This design comes from an exercise in tuning for small area, a short achievable clock period and few clock cycles per item on the open sky130 flow, not from production work. Only simulation tests tie the RTL to the original design; equivalence was not proved. No activity file was given, so power comes from the tool's default toggle rates.

`flow/constraint.sdc`:
```
create_clock -name core_clock -period 20.0 [get_ports {clk}]
set_input_delay 4.0000 -clock core_clock [delete_from_list [all_inputs] [get_ports {clk}]]
set_output_delay 4.0000 -clock core_clock [all_outputs]
set_load 0.01 [all_outputs]
```
`flow/flow/run.sh`:
```
#!/bin/bash
# The standard synthesis and layout, with ORFS's repair_timing asked for a
# larger setup slack than the clock needs, so that it sizes and buffers the
# paths that set the period the design achieves. The clock and constraints
# are the standard flow's own (constraint.sdc, config.mk), unchanged.
set -euo pipefail
bash standard.sh synth > synth.log 2>&1
bash standard.sh SETUP_SLACK_MARGIN=14.5 finish > layout.log 2>&1
```
`flow/config.mk`:
```
export PLATFORM = sky130hd
export DESIGN_NAME = cdh26_hill
export DESIGN_NICKNAME = cdh26_hill
export VERILOG_FILES = /design/flow/design.v
export SDC_FILE = /design/flow/constraint.sdc
export NUM_CORES = 4
export LEC_CHECK = 0
export CAP_MARGIN = 20
export CORE_MARGIN = 2
export CORE_UTILIZATION = 40
export SLEW_MARGIN = 20
```
`flow/standard.sh`:
```
#!/bin/bash
# synth_recipe.tcl (not shown) runs the flow's synth.tcl, then flattens the netlist and writes it again
# the make line also repeats each setting of config.mk as NAME=value (left out here)
make -C /OpenROAD-flow-scripts/flow DESIGN_CONFIG=/design/flow/config.mk WORK_HOME=/design/flow/orfs CLKGATE_MAP_FILE= SYNTH_SCRIPT=/design/flow/synth_recipe.tcl "${@:-finish}"
```
`flow/design.v`:
```
module cdh26_hill (
    input             clk,
    input             rst,
    input             cmd_valid,
    output reg        cmd_ready,
    input      [1:0]  cmd_op,
    input      [15:0] cmd_len,
    input      [31:0] k00,
    input      [31:0] k01,
    input      [31:0] k10,
    input      [31:0] k11,
    input             in_valid,
    output reg        in_ready,
    input      [7:0]  in_data,
    output reg        out_valid,
    output     [7:0]  out_data,
    output reg        done,
    output reg [1:0]  err,
    output     [15:0] olen,
    output reg [63:0] det,
    output reg [4:0]  detm,
    output reg [4:0]  dinv,
    output     [4:0]  ki00,
    output     [4:0]  ki01,
    output     [4:0]  ki10,
    output     [4:0]  ki11,
    output reg        kiv
);
    localparam OP_MDET = 2'd0, OP_MINV = 2'd1, OP_HENC = 2'd2, OP_HDEC = 2'd3;
    localparam [5:0] FILL_L = 6'd10;     
    function [5:0] lgb;
        input [4:0] a;
        begin
            case (a)
                5'd0: lgb = 6'd16;
                5'd1: lgb = 6'd32;
                5'd2: lgb = 6'd1;
                5'd3: lgb = 6'd36;
                5'd4: lgb = 6'd2;
                5'd5: lgb = 6'd41;
                5'd6: lgb = 6'd5;
                5'd7: lgb = 6'd43;
                5'd8: lgb = 6'd3;
                5'd9: lgb = 6'd40;
                5'd10: lgb = 6'd10;
                5'd11: lgb = 6'd39;
                5'd12: lgb = 6'd6;
                5'd13: lgb = 6'd48;
                5'd14: lgb = 6'd0;
                5'd15: lgb = 6'd33;
                5'd16: lgb = 6'd4;
                5'd17: lgb = 6'd34;
                5'd18: lgb = 6'd9;
                5'd19: lgb = 6'd37;
                5'd20: lgb = 6'd11;
                5'd21: lgb = 6'd35;
                5'd22: lgb = 6'd8;
                5'd23: lgb = 6'd42;
                5'd24: lgb = 6'd7;
                5'd25: lgb = 6'd38;
                default: lgb = 6'd0;
            endcase
        end
    endfunction
    function [5:0] lgi;
        input [4:0] a;
        begin
            case (a)
                5'd1: lgi = 6'd16;
                5'd2: lgi = 6'd32;
                5'd3: lgi = 6'd1;
                5'd4: lgi = 6'd36;
                5'd5: lgi = 6'd2;
                5'd6: lgi = 6'd41;
                5'd7: lgi = 6'd5;
                5'd8: lgi = 6'd43;
                5'd9: lgi = 6'd3;
                5'd10: lgi = 6'd40;
                5'd11: lgi = 6'd10;
                5'd12: lgi = 6'd39;
                5'd13: lgi = 6'd6;
                5'd14: lgi = 6'd48;
                5'd15: lgi = 6'd0;
                5'd16: lgi = 6'd33;
                5'd17: lgi = 6'd4;
                5'd18: lgi = 6'd34;
                5'd19: lgi = 6'd9;
                5'd20: lgi = 6'd37;
                5'd21: lgi = 6'd11;
                5'd22: lgi = 6'd35;
                5'd23: lgi = 6'd8;
                5'd24: lgi = 6'd42;
                5'd25: lgi = 6'd7;
                5'd26: lgi = 6'd38;
                default: lgi = 6'd0;
            endcase
        end
    endfunction
    function [3:0] ex13;
        input [4:0] a;
        begin
            case (a)
                5'd0: ex13 = 4'd1;
                5'd1: ex13 = 4'd2;
                5'd2: ex13 = 4'd4;
                5'd3: ex13 = 4'd8;
                5'd4: ex13 = 4'd3;
                5'd5: ex13 = 4'd6;
                5'd6: ex13 = 4'd12;
                5'd7: ex13 = 4'd11;
                5'd8: ex13 = 4'd9;
                5'd9: ex13 = 4'd5;
                5'd10: ex13 = 4'd10;
                5'd11: ex13 = 4'd7;
                5'd12: ex13 = 4'd1;
                5'd13: ex13 = 4'd2;
                5'd14: ex13 = 4'd4;
                5'd15: ex13 = 4'd8;
                5'd16: ex13 = 4'd3;
                5'd17: ex13 = 4'd6;
                5'd18: ex13 = 4'd12;
                5'd19: ex13 = 4'd11;
                5'd20: ex13 = 4'd9;
                5'd21: ex13 = 4'd5;
                5'd22: ex13 = 4'd10;
                5'd23: ex13 = 4'd7;
                5'd24: ex13 = 4'd1;
                5'd25: ex13 = 4'd2;
                5'd26: ex13 = 4'd4;
                5'd27: ex13 = 4'd8;
                5'd28: ex13 = 4'd3;
                default: ex13 = 4'd0;
            endcase
        end
    endfunction
    function [4:0] crt0;
        input [5:0] a;
        begin
            case (a)
                6'd0: crt0 = 5'd0;
                6'd1: crt0 = 5'd14;
                6'd2: crt0 = 5'd2;
                6'd3: crt0 = 5'd16;
                6'd4: crt0 = 5'd4;
                6'd5: crt0 = 5'd18;
                6'd6: crt0 = 5'd6;
                6'd7: crt0 = 5'd20;
                6'd8: crt0 = 5'd8;
                6'd9: crt0 = 5'd22;
                6'd10: crt0 = 5'd10;
                6'd11: crt0 = 5'd24;
                6'd12: crt0 = 5'd12;
                6'd13: crt0 = 5'd0;
                6'd14: crt0 = 5'd14;
                6'd15: crt0 = 5'd2;
                6'd16: crt0 = 5'd16;
                6'd17: crt0 = 5'd4;
                6'd18: crt0 = 5'd18;
                6'd19: crt0 = 5'd6;
                6'd20: crt0 = 5'd20;
                6'd21: crt0 = 5'd8;
                6'd22: crt0 = 5'd22;
                6'd23: crt0 = 5'd10;
                6'd24: crt0 = 5'd24;
                6'd32: crt0 = 5'd13;
                6'd33: crt0 = 5'd1;
                6'd34: crt0 = 5'd15;
                6'd35: crt0 = 5'd3;
                6'd36: crt0 = 5'd17;
                6'd37: crt0 = 5'd5;
                6'd38: crt0 = 5'd19;
                6'd39: crt0 = 5'd7;
                6'd40: crt0 = 5'd21;
                6'd41: crt0 = 5'd9;
                6'd42: crt0 = 5'd23;
                6'd43: crt0 = 5'd11;
                6'd44: crt0 = 5'd25;
                6'd45: crt0 = 5'd13;
                6'd46: crt0 = 5'd1;
                6'd47: crt0 = 5'd15;
                6'd48: crt0 = 5'd3;
                6'd49: crt0 = 5'd17;
                6'd50: crt0 = 5'd5;
                6'd51: crt0 = 5'd19;
                6'd52: crt0 = 5'd7;
                6'd53: crt0 = 5'd21;
                6'd54: crt0 = 5'd9;
                6'd55: crt0 = 5'd23;
                6'd56: crt0 = 5'd11;
                default: crt0 = 5'd0;
            endcase
        end
    endfunction
    function [4:0] crt1;
        input [5:0] a;
        begin
            case (a)
                6'd0: crt1 = 5'd1;
                6'd1: crt1 = 5'd15;
                6'd2: crt1 = 5'd3;
                6'd3: crt1 = 5'd17;
                6'd4: crt1 = 5'd5;
                6'd5: crt1 = 5'd19;
                6'd6: crt1 = 5'd7;
                6'd7: crt1 = 5'd21;
                6'd8: crt1 = 5'd9;
                6'd9: crt1 = 5'd23;
                6'd10: crt1 = 5'd11;
                6'd11: crt1 = 5'd25;
                6'd12: crt1 = 5'd13;
                6'd13: crt1 = 5'd1;
                6'd14: crt1 = 5'd15;
                6'd15: crt1 = 5'd3;
                6'd16: crt1 = 5'd17;
                6'd17: crt1 = 5'd5;
                6'd18: crt1 = 5'd19;
                6'd19: crt1 = 5'd7;
                6'd20: crt1 = 5'd21;
                6'd21: crt1 = 5'd9;
                6'd22: crt1 = 5'd23;
                6'd23: crt1 = 5'd11;
                6'd24: crt1 = 5'd25;
                6'd32: crt1 = 5'd14;
                6'd33: crt1 = 5'd2;
                6'd34: crt1 = 5'd16;
                6'd35: crt1 = 5'd4;
                6'd36: crt1 = 5'd18;
                6'd37: crt1 = 5'd6;
                6'd38: crt1 = 5'd20;
                6'd39: crt1 = 5'd8;
                6'd40: crt1 = 5'd22;
                6'd41: crt1 = 5'd10;
                6'd42: crt1 = 5'd24;
                6'd43: crt1 = 5'd12;
                6'd44: crt1 = 5'd26;
                6'd45: crt1 = 5'd14;
                6'd46: crt1 = 5'd2;
                6'd47: crt1 = 5'd16;
                6'd48: crt1 = 5'd4;
                6'd49: crt1 = 5'd18;
                6'd50: crt1 = 5'd6;
                6'd51: crt1 = 5'd20;
                6'd52: crt1 = 5'd8;
                6'd53: crt1 = 5'd22;
                6'd54: crt1 = 5'd10;
                6'd55: crt1 = 5'd24;
                6'd56: crt1 = 5'd12;
                default: crt1 = 5'd0;
            endcase
        end
    endfunction
    function [29:0] mterm;
        input [3:0] a;
        begin
            case (a)
                4'd0: mterm = 30'd797740097;
                4'd1: mterm = 30'd489369860;
                4'd2: mterm = 30'd155539664;
                4'd3: mterm = 30'd539437836;
                4'd4: mterm = 30'd411187798;
                4'd5: mterm = 30'd745017994;
                4'd6: mterm = 30'd361119822;
                4'd7: mterm = 30'd489369860;
                4'd8: mterm = 30'd155539664;
                4'd9: mterm = 30'd539437836;
                4'd10: mterm = 30'd411187798;
                4'd11: mterm = 30'd745017994;
                4'd12: mterm = 30'd361119822;
                4'd13: mterm = 30'd489369860;
                4'd14: mterm = 30'd155539664;
                4'd15: mterm = 30'd539437836;
                default: mterm = 30'd0;
            endcase
        end
    endfunction
    function [4:0] add26;
        input [4:0] a;
        input [4:0] b;
        reg [5:0] s;
        begin
            s = a + b;
            add26 = (s >= 6'd26) ? s - 6'd26 : s[4:0];
        end
    endfunction
    function [4:0] inv26;
        input [4:0] d;
        begin
            case (d)
                5'd1:  inv26 = 5'd1;
                5'd3:  inv26 = 5'd9;
                5'd5:  inv26 = 5'd21;
                5'd7:  inv26 = 5'd15;
                5'd9:  inv26 = 5'd3;
                5'd11: inv26 = 5'd19;
                5'd15: inv26 = 5'd7;
                5'd17: inv26 = 5'd23;
                5'd19: inv26 = 5'd11;
                5'd21: inv26 = 5'd5;
                5'd23: inv26 = 5'd17;
                5'd25: inv26 = 5'd25;
                default: inv26 = 5'd0;
            endcase
        end
    endfunction
    function [4:0] dterm;
        input [1:0]  dd;
        input [14:0] t;
        begin
            case (dd)
                2'd0: dterm = 5'd0;
                2'd1: dterm = t[4:0];
                2'd2: dterm = t[9:5];
                default: dterm = t[14:10];
            endcase
        end
    endfunction
    localparam S_IDLE = 2'd0, S_PRE = 2'd1, S_TXT = 2'd2, S_POST = 2'd3;
    reg [1:0]  st;
    reg [5:0]  p;           
    reg [1:0]  op;
    reg        f_m;         
    reg        f_ml;        
    reg        f_r;         
    reg        i_detm, i_k00, i_k11, i_k01, i_k10;    
    reg        w_detm, w_k00, w_k11, w_k01, w_k10;    
    reg        w_txt;
    reg        f_dinv;
    reg        cpa;         
    reg [1:0]  cpk;
    reg        cy;
    wire [31:0] oh32 = 32'd1 << p[4:0];
    wire [15:0] oh16 = 16'd1 << p[3:0];
    function [15:0] evn;
        input [31:0] x;
        integer k;
        begin
            for (k = 0; k < 16; k = k + 1) evn[k] = x[2*k];
        end
    endfunction
    function [15:0] odd;
        input [31:0] x;
        integer k;
        begin
            for (k = 0; k < 16; k = k + 1) odd[k] = x[2*k+1];
        end
    endfunction
    reg        dsel, csel;              
    reg [1:0]  dg0, dg1, dg2, dg3;      
    reg [3:0]  rs;                      
    reg        S32;
    wire [32:0] S = {S32, det[63:32]};    
    reg [32:0] C;
    wire [31:0] rowA, rowB;
    genvar j;
    generate
        for (j = 0; j < 31; j = j + 1) begin : g_rows
            assign rowA[j] = k00[j] ? (dsel & ~f_ml) : (dsel & f_ml);
            assign rowB[j] = k01[j] ? (csel & f_ml) : (csel & ~f_ml);
        end
    endgenerate
    assign rowA[31] = ~(k00[31] ? (dsel & ~f_ml) : (dsel & f_ml));
    assign rowB[31] = ~(k01[31] ? (csel & f_ml) : (csel & ~f_ml));
    wire       inj = f_ml ? dsel : csel;
    wire [33:0] s1, c1, s2, c2;
    assign c1[0] = inj;
    assign c2[0] = 1'b0;
    generate
        for (j = 0; j < 33; j = j + 1) begin : g_csa
            wire a_j = (j < 32) ? rowA[j] : 1'b0;
            wire b_j = (j < 32) ? rowB[j] : 1'b0;
            assign s1[j]   = S[j] ^ C[j] ^ a_j;
            assign c1[j+1] = (S[j] & C[j]) | (S[j] & a_j) | (C[j] & a_j);
            assign s2[j]   = s1[j] ^ c1[j] ^ b_j;
            assign c2[j+1] = (s1[j] & c1[j]) | (s1[j] & b_j) | (c1[j] & b_j);
        end
    endgenerate
    assign s1[33] = 1'b0;
    assign s2[33] = c1[33];
    wire [8:0] csum = {1'b0, det[39:32]} + {1'b0, C[7:0]} + {8'd0, cy};
    reg [4:0] m00, m01, m10, m11;       
    assign ki00 = m00;
    assign ki01 = m01;
    assign ki10 = m10;
    assign ki11 = m11;
    wire [29:0] mt = mterm(rs);
    wire       negc = (op != OP_HENC);
    wire [4:0] t0 = dterm(dg0, mt[14:0]);
    wire [4:0] t1 = dterm(dg1, mt[14:0]);
    wire [4:0] t2 = dterm(dg2, negc ? mt[29:15] : mt[14:0]);
    wire [4:0] t3 = dterm(dg3, mt[14:0]);
    reg        rem_z_hi;
    reg [7:0]  rem_lo, rem_hi;
    reg        lq_v;
    reg [5:0]  lq;              
    reg        have_v0, ph2;
    reg [5:0]  v0, v1;
    reg [7:0]  np_lo;
    reg [6:0]  np_hi;
    reg [4:0]  od;
    assign out_data = {3'b010, od};
    assign olen = {np_hi, np_lo, 1'b0};
    wire take = in_valid & in_ready;
    wire in_letter = (in_data[7:6] == 2'b01) && (in_data[4:0] != 5'd0) && (in_data[4:0] <= 5'd26);
    wire rem_lz = (rem_lo == 8'd0);
    wire rem_z  = rem_lz & (rem_hi == 8'd0);
    wire rem_1  = (rem_lo == 8'd1) & (rem_hi == 8'd0);
    wire txt   = (st == S_TXT);
    wire fill  = txt & ~ph2 & ~lq_v & have_v0 & rem_z & (op == OP_HENC);
    wire pairA = txt & ~ph2 & ((lq_v & have_v0) | fill);
    wire cpa_busy = cpa & (cpk != 2'd3);
    wire fin   = txt & ~lq_v & ~ph2 & rem_z & ~(have_v0 & (op == OP_HENC)) & ~cpa_busy;
    wire supp  = (op == OP_HDEC) & ~kiv;     
    wire [4:0] xb0 = (ph2 | i_k10) ? m10 : m00;
    wire [4:0] xb1 = (ph2 | i_k00) ? m11 : m01;
    wire [4:0] yb0 = i_detm ? m11 : dinv;
    wire [4:0] yb1 = i_detm ? m10 : dinv;
    wire       ky0 = i_detm | i_k11 | i_k10;
    wire       ky1 = i_detm | i_k00 | i_k01;
    wire [5:0] xl0 = lgb(xb0);
    wire [5:0] xl1 = lgb(xb1);
    wire [5:0] yl0 = ky0 ? lgb(yb0) : v0;
    wire [5:0] yl1 = ky1 ? lgb(yb1) : (ph2 ? v1 : (fill ? FILL_L : lq));
    wire       e0 = ~(i_k00 | i_k01);
    wire       e1 = ~(i_k11 | i_k10);
    wire [4:0] sl0 = xl0[3:0] + yl0[3:0];
    wire [4:0] sl1 = xl1[3:0] + yl1[3:0] + (i_k01 ? 5'd6 : 5'd0);
    wire [3:0] pr0 = (xl0[4] | yl0[4] | ~e0) ? 4'd0 : ex13(sl0);
    wire [3:0] pr1 = (xl1[4] | yl1[4] | ~e1) ? 4'd0 : ex13(sl1);
    wire       ppar = (e0 & xl0[5] & yl0[5]) ^ (e1 & xl1[5] & yl1[5]);
    reg  [3:0] P0, P1;
    reg        PP;
    wire [4:0] psum = P0 + P1;
    wire [4:0] w  = crt0({PP, psum});
    wire [4:0] w1 = crt1({PP, psum});
    always @(posedge clk) begin
        dsel <= |(k11 & oh32);
        csel <= |(k10 & oh32);
        dg0  <= {|(odd(k00) & oh16), |(evn(k00) & oh16)};
        dg1  <= {|(odd(k01) & oh16), |(evn(k01) & oh16)};
        dg2  <= {|(odd(k10) & oh16), |(evn(k10) & oh16)};
        dg3  <= {|(odd(k11) & oh16), |(evn(k11) & oh16)};
        rs   <= p[3:0];
        lq   <= lgi(in_data[4:0]);
        P0   <= pr0;
        P1   <= pr1;
        PP   <= ppar;
    end
    always @(posedge clk) begin
        if (st == S_IDLE) begin
            {S32, det[63:32]} <= 33'd0;
            C <= 33'd0;
        end else if (f_m) begin
            {S32, det[63:32]} <= s2[33:1];
            C <= c2[33:1];
            det[31:0] <= {s2[0], det[31:1]};
        end else if (cpa) begin
            det[63:32] <= {csum[7:0], det[63:40]};
            C <= {8'd0, C[32:8]};
        end
        if (cpa) cy <= csum[8];
        else     cy <= 1'b1;
    end
    always @(posedge clk) begin
        if (st == S_IDLE) begin
            m00 <= k00[31] ? 5'd4 : 5'd0;
            m01 <= k01[31] ? 5'd4 : 5'd0;
            m10 <= k10[31] ? ((cmd_op != OP_HENC) ? 5'd22 : 5'd4) : 5'd0;
            m11 <= k11[31] ? 5'd4 : 5'd0;
        end else if (f_r) begin
            m00 <= add26(m00, t0);
            m01 <= add26(m01, t1);
            m10 <= add26(m10, t2);
            m11 <= add26(m11, t3);
        end else begin
            if (w_k11) begin m11 <= w; m00 <= v1[4:0]; end
            if (w_k01) m01 <= w;
            if (w_k10) m10 <= w;
        end
    end
    always @(posedge clk) begin
        if (w_detm) detm <= w;
        if (f_dinv) begin
            dinv <= inv26(detm);
            kiv  <= detm[0] && (detm != 5'd13);
        end
    end
    always @(posedge clk) begin
        done      <= 1'b0;
        out_valid <= 1'b0;
        cmd_ready <= 1'b0;
        f_m  <= 1'b0;
        f_ml <= 1'b0;
        f_r  <= 1'b0;
        i_detm <= 1'b0; i_k00 <= 1'b0; i_k11 <= 1'b0; i_k01 <= 1'b0; i_k10 <= 1'b0;
        w_detm <= i_detm; w_k00 <= i_k00; w_k11 <= i_k11; w_k01 <= i_k01; w_k10 <= i_k10;
        f_dinv <= 1'b0;
        w_txt  <= 1'b0;
        lq_v   <= take & in_letter;
        if (w_txt) begin
            od        <= w1;
            out_valid <= !supp;
        end
        if (cpa) begin
            cpk <= cpk + 2'd1;
            if (cpk == 2'd3) cpa <= 1'b0;
        end
        if (rst) begin
            st        <= S_IDLE;
            p         <= 6'd0;
            in_ready  <= 1'b0;
            have_v0   <= 1'b0;
            ph2       <= 1'b0;
            lq_v      <= 1'b0;
            cpa       <= 1'b0;
            w_detm <= 1'b0; w_k00 <= 1'b0; w_k11 <= 1'b0; w_k01 <= 1'b0; w_k10 <= 1'b0;
            out_valid <= 1'b0;
        end else begin
            case (st)
                S_IDLE: begin
                    p  <= 6'd0;
                    op <= cmd_op;
                    if (cmd_valid) begin
                        st  <= S_PRE;
                        p   <= 6'd1;
                        f_m <= 1'b1;
                        f_r <= 1'b1;
                    end
                end
                S_PRE: begin
                    p <= p + 6'd1;
                    if (cmd_ready) begin
                        p        <= 6'd0;
                        rem_lo   <= cmd_len[7:0];
                        rem_hi   <= cmd_len[15:8];
                        np_lo    <= 8'd0;
                        np_hi    <= 7'd0;
                        have_v0  <= 1'b0;
                        ph2      <= 1'b0;
                        if (op != OP_HENC) begin
                            cpa <= 1'b1;
                            cpk <= 2'd0;
                        end
                        if (op[1]) begin
                            in_ready <= (cmd_len != 16'd0);
                            st       <= S_TXT;
                        end else begin
                            st       <= S_POST;
                        end
                    end else if (!cmd_valid) begin
                        st <= S_IDLE;
                        p  <= 6'd0;
                    end else begin
                        if ((op == OP_HENC) ? (p == 6'd16) : (p == 6'd31))
                            cmd_ready <= 1'b1;
                        f_m  <= (p <= 6'd31);
                        f_ml <= (p == 6'd31);
                        f_r  <= (p <= 6'd15);
                        if (op != OP_HENC) begin
                            i_detm <= (p == 6'd16);
                            f_dinv <= (p == 6'd18);
                            i_k00  <= (p == 6'd19);
                            i_k11  <= (p == 6'd20);
                            i_k01  <= (p == 6'd21);
                            i_k10  <= (p == 6'd22);
                        end
                    end
                end
                S_POST: begin
                    if (!cpa_busy) begin
                        done <= 1'b1;
                        err  <= (op == OP_MINV && !kiv) ? 2'd1 : 2'd0;
                        st   <= S_IDLE;
                    end
                end
                default: begin   
                    if (take) begin
                        rem_lo   <= rem_lo - 8'd1;
                        if (rem_lz) rem_hi <= rem_hi - 8'd1;
                        in_ready <= !rem_1;
                    end
                    if (lq_v && !have_v0) begin
                        v0      <= lq;
                        have_v0 <= 1'b1;
                    end
                    if (ph2) begin
                        ph2   <= 1'b0;
                        w_txt <= 1'b1;
                    end else if (pairA) begin
                        v1      <= fill ? FILL_L : lq;
                        ph2     <= 1'b1;
                        have_v0 <= 1'b0;
                        w_txt   <= 1'b1;
                        if (!supp) begin
                            np_lo <= np_lo + 8'd1;
                            if (np_lo == 8'hff) np_hi <= np_hi + 7'd1;
                        end
                    end
                    if (fin) begin
                        done     <= 1'b1;
                        st       <= S_IDLE;
                        in_ready <= 1'b0;
                        have_v0  <= 1'b0;
                        if (op == OP_HDEC && (!kiv || have_v0)) begin
                            err   <= kiv ? 2'd2 : 2'd1;
                            np_lo <= 8'd0;
                            np_hi <= 7'd0;
                        end else begin
                            err   <= 2'd0;
                        end
                    end
                end
            endcase
        end
        if (w_k00) v1 <= {1'b0, w};
    end
endmodule
```
==> results of run 1 <==
stage by stage:
| stage | power [mW] | instance area, sq um | util (%) | worst slack [ns] | std cells |
|---|---|---|---|---|---|
| after floorplan | 1.637 | 20140 | - | 14.44 | 2278 |
| after global placement | 2.027 | 23380 | 46.89 | 13.65 | 3108 |
| after detailed placement | 2.057 | 23380 | 46.89 | 13.61 | 3108 |
| after CTS | 2.683 | 24700 | 49.53 | 14.38 | 3206 |
| after global routing | 2.869 | 24800 | 49.74 | 14.45 | 3210 |
| final | 2.691 | 24800 | 49.74 | 14.49 | 3210 |
path summary, 6_finish.rpt:
check / end / slack (ns) / cells after the start
worst max-delay path: f_dinv / 14.49 / 5
worst min-delay path: det[12] / 0.44 / 0
worst max register to register: P1[1] / 14.91 / 19
worst min register to register: det[12] / 0.44 / 0
state kept, by name, indices dropped and copies added (netlist names), 5 cells and up:
signal	count
C	33
np_hi	7
det	64
p	6
mt	23
v0	6
m00	5
rem_hi	8
od	5
np_lo	8
dinv	5
m11	5
v1	6
lq	6
rem_lo	8
m01	5
detm	5
m10	5
logic make-up after synthesis:
group                      synth area share [%]
AOI/OAI and AO/OA                         19.14
xor gates and xnor gates                  5.303
adders and majority gates                 15.28
buffers and inverters                     4.650
DFF                                       31.83
muxes                                     6.696
other                                   0.03732
and+or+nand+nor                           17.06
routing by layer:
layer	part of all wire, %	GRT usage, %	wire (um)
met5	0.016	0	11
met4	3.4	8.395	2388
met3	7.2	4.765	4980
met2	45	41.91	31450
met1	44	34.48	30420
cells in the final DEF, fill, tap and decap left out, drive strengths merged, types with 12 or more instances in the layout:
cell type and n:
nand3 32, xnor2 66, and3 12, buf 65, nor2b 32, clkbuf 50
nor2 257, nand2b 20, o21ai 106, fa 75, inv 102, nand2 197
a211oi 32, mux2i 84, a21o 24, edfxtp 114, dfxtp 149, dlymetal6s2s 22
a31oi 27, a22oi 34, and2 70, a22o 28, dlygate4sd2 89, o31ai 13
a21oi 192, clkdlybuf4s50 165, mux2 43, o211ai 14, nand4 16, a221oi 29
xor2 55, ha 125, nor3 45
critical path, cell delays in order:
cell             delay, ns
clkdlybuf4s50_1       0.70
and2_2                0.31
nand3_1               0.14
or2_2                 0.38
nor2_1                0.35
cell type report:
cell class	count	area, sq um	area share [%]
inverter	105	394.1	1.589
multi-input combinational	1771	12880	51.95
clock inverter	8	83.83	0.3380
timing repair buffer	341	3199	12.90
clock buffer	50	940.9	3.794
sequential	263	6459	26.04
tap	672	840.8	3.390
report_power, final:
| part | leakage (nW) | switching [mW] | internal (mW) |
|---|---|---|---|
| Combinational | 7.21 | 0.855 | 0.538 |
| Sequential | 2.32 | 0.0702 | 0.643 |
| Clock | 0.498 | 0.245 | 0.340 |
what timing repair did:
item / CTS / global route
pin swaps: 13 / 9
setup buffers: 40 / 4
gates resized for setup: 136 / 31
setup endpoints to repair: 135 / 39
gates cloned: 0 / 0
==> out/summary.txt, run 1 <==
via density per instance = 5.693
core area = 0.04986 sq mm
post-synth top area cell = edfxtp_1
WHS = 0.4423 ns
Post-Syn Area = 0.02013 sq mm
Tmin final = 5.514 ns
Buffers on Ports = 277
n_diodes = 0
Worst-Margin Slew = 0.9511 ns
setup_tns = 0 ns
first-pass GRT wire length = 104.5 mm
Post-synth top cells = 256 x nor2_1, 197 x nand2_1, 192 x a21oi_1, 149 x dfxtp_1, 125 x ha_1
clock slew at reported path FFs = 0.06 ns
# DRC = 0
Nets = 2874
unrepaired setup endpoints after global routing = yes
Rel. slew slack = 36.40%
Area contributors post-synth = edfxtp_1 17%, dfxtp_1 15%, ha_1 7.8%, fa_1 7.5%, a21oi_1 4.8%
CTS tree = done
Gate Count Post-Synth = 2276
f_max = 181.4 MHz
largest net degree at the start of global routing = 87
Leak = 10.03 nW
via count = 18270
Setup crit end kind = flop
io pins = 283
Final Hold Fails = 0
final wirelength = 69.25 mm
class of the worst hold path = flop to flop
top-area cell type share of the netlist area = 17.01%
Worst setup startpoint = cmd_valid
status = complete, no violations
Final setup viols = 0
die area = 0.05212 sq mm
initial antenna violation count = 3
clock latency (worst-skew pair) = 0.54 ns
Cell variety after synth = 83
Chip Height = 228.3 um
reg2reg start = ph2
# hold bufs at CTS = 0
number of global-route vias before repair = 17740
drt wl/cell = 21.57 um
Mapped Avg Cell Area = 8.843 sq um
power density cells = 108.5 mW/mm^2
Max IR drop VDD = 0.00006035 V
Tcrit/Tclk final = 27.57%
arrival time at the worst endpoint = 5.89 ns
Slew Limit Fails = 0
most common flop cell mapped by yosys = dfxtp_1
initial drt markers = 1639
dominant cell by count in the synthesized netlist = nor2_1
Startpoint Class = input port
layout cell share with drive strength beyond 1 = 8.983%
Die Wd = 228.3 um
Initial Util = 40.36%
Post-synth ARST share = 0%
htree depth = 2
CTS Buffer Depth = 3
skew final = 0.02364 ns
routability cong. = 0.9422
FP Rows = 82
GRT Total Usage = 25.72%
area growth from synthesis to layout = 23.24%
DP Wirelength = 51.67 mm
YS warnings = 1
fillers = 4760
Final ANT Viol Nets = 0
register area share after synthesis = 31.83%
crit-path max FO = 6
number of synthesized flops with an enable pin = 114
Hold Path Origin = det[13]
drt pass-1 iters = 8
GR Overflow Total = 0
clock sink count = 263
critical path class = input port to flop
Synth Register Bits = 263
CTS root buffer = clkbuf_16
CP required = 20.38 ns
Num CTS Buffers = 34
Max Cap Violations = 0
Testbench counts, summed over its fixed seeds: cycles 26,068, commands 480.
==> run 2, diff against run 1 <==
==> flow/run.sh (new file) <==
#!/bin/bash
# synth_recipe.tcl (not shown) runs the flow's synth.tcl, then flattens the netlist and writes it again
# the make line also repeats each setting of config.mk as NAME=value (left out here)
make -C /OpenROAD-flow-scripts/flow DESIGN_CONFIG=/design/flow/config.mk WORK_HOME=/design/flow/orfs CLKGATE_MAP_FILE= SYNTH_SCRIPT=/design/flow/synth_recipe.tcl finish
removed: flow/flow/run.sh
removed: flow/standard.sh
==> run 2 against run 1 <==
Clock power increased by 14%. Worst hold slack better by 0.0047 ns. Via count decreased by 1.5%. Flip-flop and latch count unchanged. Combinational power shrank 4%. Fmax fell by 8.1%. Clock-buffer cell count decreased by 8. Sequential power grew 3.6%. First-iteration DRC count grew 1.2%. Die area is the same. Critical endpoint is now det[62].
==> out/summary.txt, run 2 <==
Max IR drop VDD = 0.00006586 V (+9.1%)
Setup crit end kind = flop
dpl ws = 13.44 ns (-0.1732 ns)
YS warnings = 1 (unchanged)
clock latency (worst-skew pair) = 0.57 ns (+0.03 ns)
R2R cell count = 15 (-4)
fin area = 0.02457 sq mm (-0.94%)
CTS Buffer Depth = 3 (unchanged)
most common flop cell mapped by yosys = dfxtp_1
Buffers on Ports = 277 (unchanged)
Largest Register = det
setup_tns = 0 ns (unchanged)
Setup WS post-layout = 14.00 ns (-0.4837 ns)
Tcrit/Tclk final = 29.99% (+2.4 points)
number of global-route vias before repair = 17610 (-0.74%)
Max Cap Violations = 0 (unchanged)
Worst-Margin Slew = 1.117 ns (+0.1662 ns)
# Post-CTS Setup Buffers = 0 (-100%)
Num CTS Buffers = 34 (unchanged)
crit-path max FO = 3 (-3)
Mapped Avg Cell Area = 8.843 sq um (unchanged)
placed insts = 3107 (-0.032%)
via count = 18000 (-1.5%)
CTS root buffer = clkbuf_16
Synth Register Bits = 263 (unchanged)
Leak = 9.368 nW (-6.5%)
Post-synth top cells = 256 x nor2_1, 197 x nand2_1, 192 x a21oi_1, 149 x dfxtp_1, 125 x ha_1
max reg flops = 64 (unchanged)
n_diodes = 0 (unchanged)
skew final = 0.03268 ns (+0.009036 ns)
Cell variety after synth = 83 (unchanged)
Util after Layout = 49.27% (-0.47 points)
clock slew at reported path FFs = 0.06 ns (about the same)
io pins = 283 (unchanged)
fillers = 4780 (+0.42%)
status = complete, no violations
top-area cell type share of the netlist area = 17.01% (unchanged)
Post-synth ARST share = 0% (unchanged)
unrepaired setup endpoints after global routing = no
post-synth top area cell = edfxtp_1
final wirelength = 67.70 mm (-2.2%)
Final Hold Fails = 0 (unchanged)
Tmin final = 5.998 ns (+0.4837 ns)
most frequent cells in the layout = 277 x clkdlybuf4s50_1, 256 x nor2_1, 197 x nand2_1
critical path class = input port to flop
dpl cell area = 0.02337 sq mm (about the same)
class of the worst hold path = flop to flop
GR Overflow Total = 0 (unchanged)
Post-Syn Area = 0.02013 sq mm (unchanged)
clock sink count = 263 (unchanged)
via density per instance = 5.681 (-0.20%)
routability cong. = 0.9503 (+0.86%)
GRT Total Usage = 25.38% (-0.34 points)
area growth from synthesis to layout = 22.08%
Rel. slew slack = 25.51% (-11 points)
Final ANT Viol Nets = 0 (unchanged)
CTS tree = done
post-cts gate resize count = 0 (-100%)
Nets = 2829 (-1.6%)
Post-Layout Cell Count = 3168 (-1.3%)
WHS = 0.4469 ns (+0.004652 ns)
register area share after synthesis = 31.83% (unchanged)
first-pass GRT wire length = 103.9 mm (-0.57%)
Area contributors post-synth = edfxtp_1 17%, dfxtp_1 15%, ha_1 7.8%, fa_1 7.5%, a21oi_1 4.8%
f_max = 166.7 MHz (-8.1%)
Hold Path Stages = 0 (unchanged)
drt wl/cell = 21.37 um (-0.94%)
initial drt markers = 1658 (+1.2%)
most common cell after layout, fill and taps aside = clkdlybuf4s50_1
Final setup viols = 0 (unchanged)
Tot Pwr = 2.745 mW (+2.0%)
# DRC = 0 (unchanged)
FP Rows = 82 (unchanged)
die area = 0.05212 sq mm (unchanged)
largest net degree at the start of global routing = 97 (+11%)
core area = 0.04986 sq mm (unchanged)
arrival time at the worst endpoint = 6.47 ns (+0.58 ns)
Gate Count Post-Synth = 2276 (unchanged)
DP Wirelength = 52.09 mm (+0.81%)
drt pass-1 iters = 6 (-2)
CP required = 20.47 ns (+0.09 ns)
number of synthesized flops with an enable pin = 114 (unchanged)
Chip Height = 228.3 um (unchanged)
power density cells = 111.7 mW/mm^2 (+3.0%)
layout cell share with drive strength beyond 1 = 5.689% (-3.3 points)
initial antenna violation count = 2 (-1)
Slew Limit Fails = 0 (unchanged)
# hold bufs at CTS = 0 (unchanged)
Die Wd = 228.3 um (unchanged)
htree depth = 2 (unchanged)
Initial Util = 40.36% (unchanged)
Startpoint Class = input port
dominant cell by count in the synthesized netlist = nor2_1
==> run 2: cell counts after synthesis <==
Identical to the previous run, type by type.
==> run 2: critical path: stages <==
cell,delay (ns)
clkdlybuf4s50_1,0.92
xor2_1,0.19
nand2_1,0.08
fa_1,0.50
inv_1,0.05
fa_1,0.44
a221oi_1,0.28
==> run 2: worst paths after layout <==
path	start	to	slack, ns
min reg2reg	det[23]	det[22]	0.45
max	k00[31]	det[62]	14.00
max reg2reg	i_detm	P1[0]	14.80
min	det[23]	det[22]	0.45
==> run 2: cell type report <==
class	instances	area (sq um)	share of cell area (%)
Inverter	105	394.1	1.604
Sequential cell	263	6421	26.13
Multi-Input combinational cell	1771	12800	52.10
Clock inverter	19	296.5	1.207
Tap cell	672	840.8	3.422
Clock buffer	42	902.1	3.672
Timing Repair Buffer	296	2915	11.87
==> run 2: report_power, final <==
group,switching [mW],leakage [nW],internal (mW)
Combinational,0.809,6.49,0.528
Clock,0.255,0.575,0.413
Sequential,0.0959,2.30,0.643
==> run 2: layer usage <==
metal / global-route usage, % / share of wire, % / vias up
met4: 10.15 / 3.7 / 2
met3: 4.167 / 7.0 / 143
met2: 40.95 / 46 / 757
met5: 0 / 0.015 / -
li1: - / - / 8527
met1: 33.98 / 43 / 8568
==> run 2: cell families after synthesis <==
group	share of synthesized area, %
flops	31.83
fa+ha+maj	15.28
xor+xnor	5.303
buf+inv	4.650
compound gates	19.14
simple gates	17.06
mux	6.696
other cells	0.03732

==> port drivers added, routing unchanged <==
How much do the figures lean on ideal ports? The routed layouts below were timed once more, with nothing changed but the port constraints. Step 1 assumes that a clkbuf_16 drives the clock port and a buf_2 every other input. Step 2 also shifts input and output timing later by t, the mid clock arrival at the registers, as if the neighbouring blocks saw the same clock. Three values: ideal ports, drivers, drivers and shift; two values: the first two.
run | shift t [ns] | slack for setup (ns) | worst data-port slew with drivers (ns)
run 1 | 0.588 | 14.486 / 14.469 / 13.901 | 0.11
run 2 | 0.611 | 14.002 / 14.040 / 13.429 | 0.07
After both steps every run listed still meets setup and hold. For run 1, which loses most, drivers alone change the setup slack by -0.017 ns; drivers and shift together by -0.585 ns.
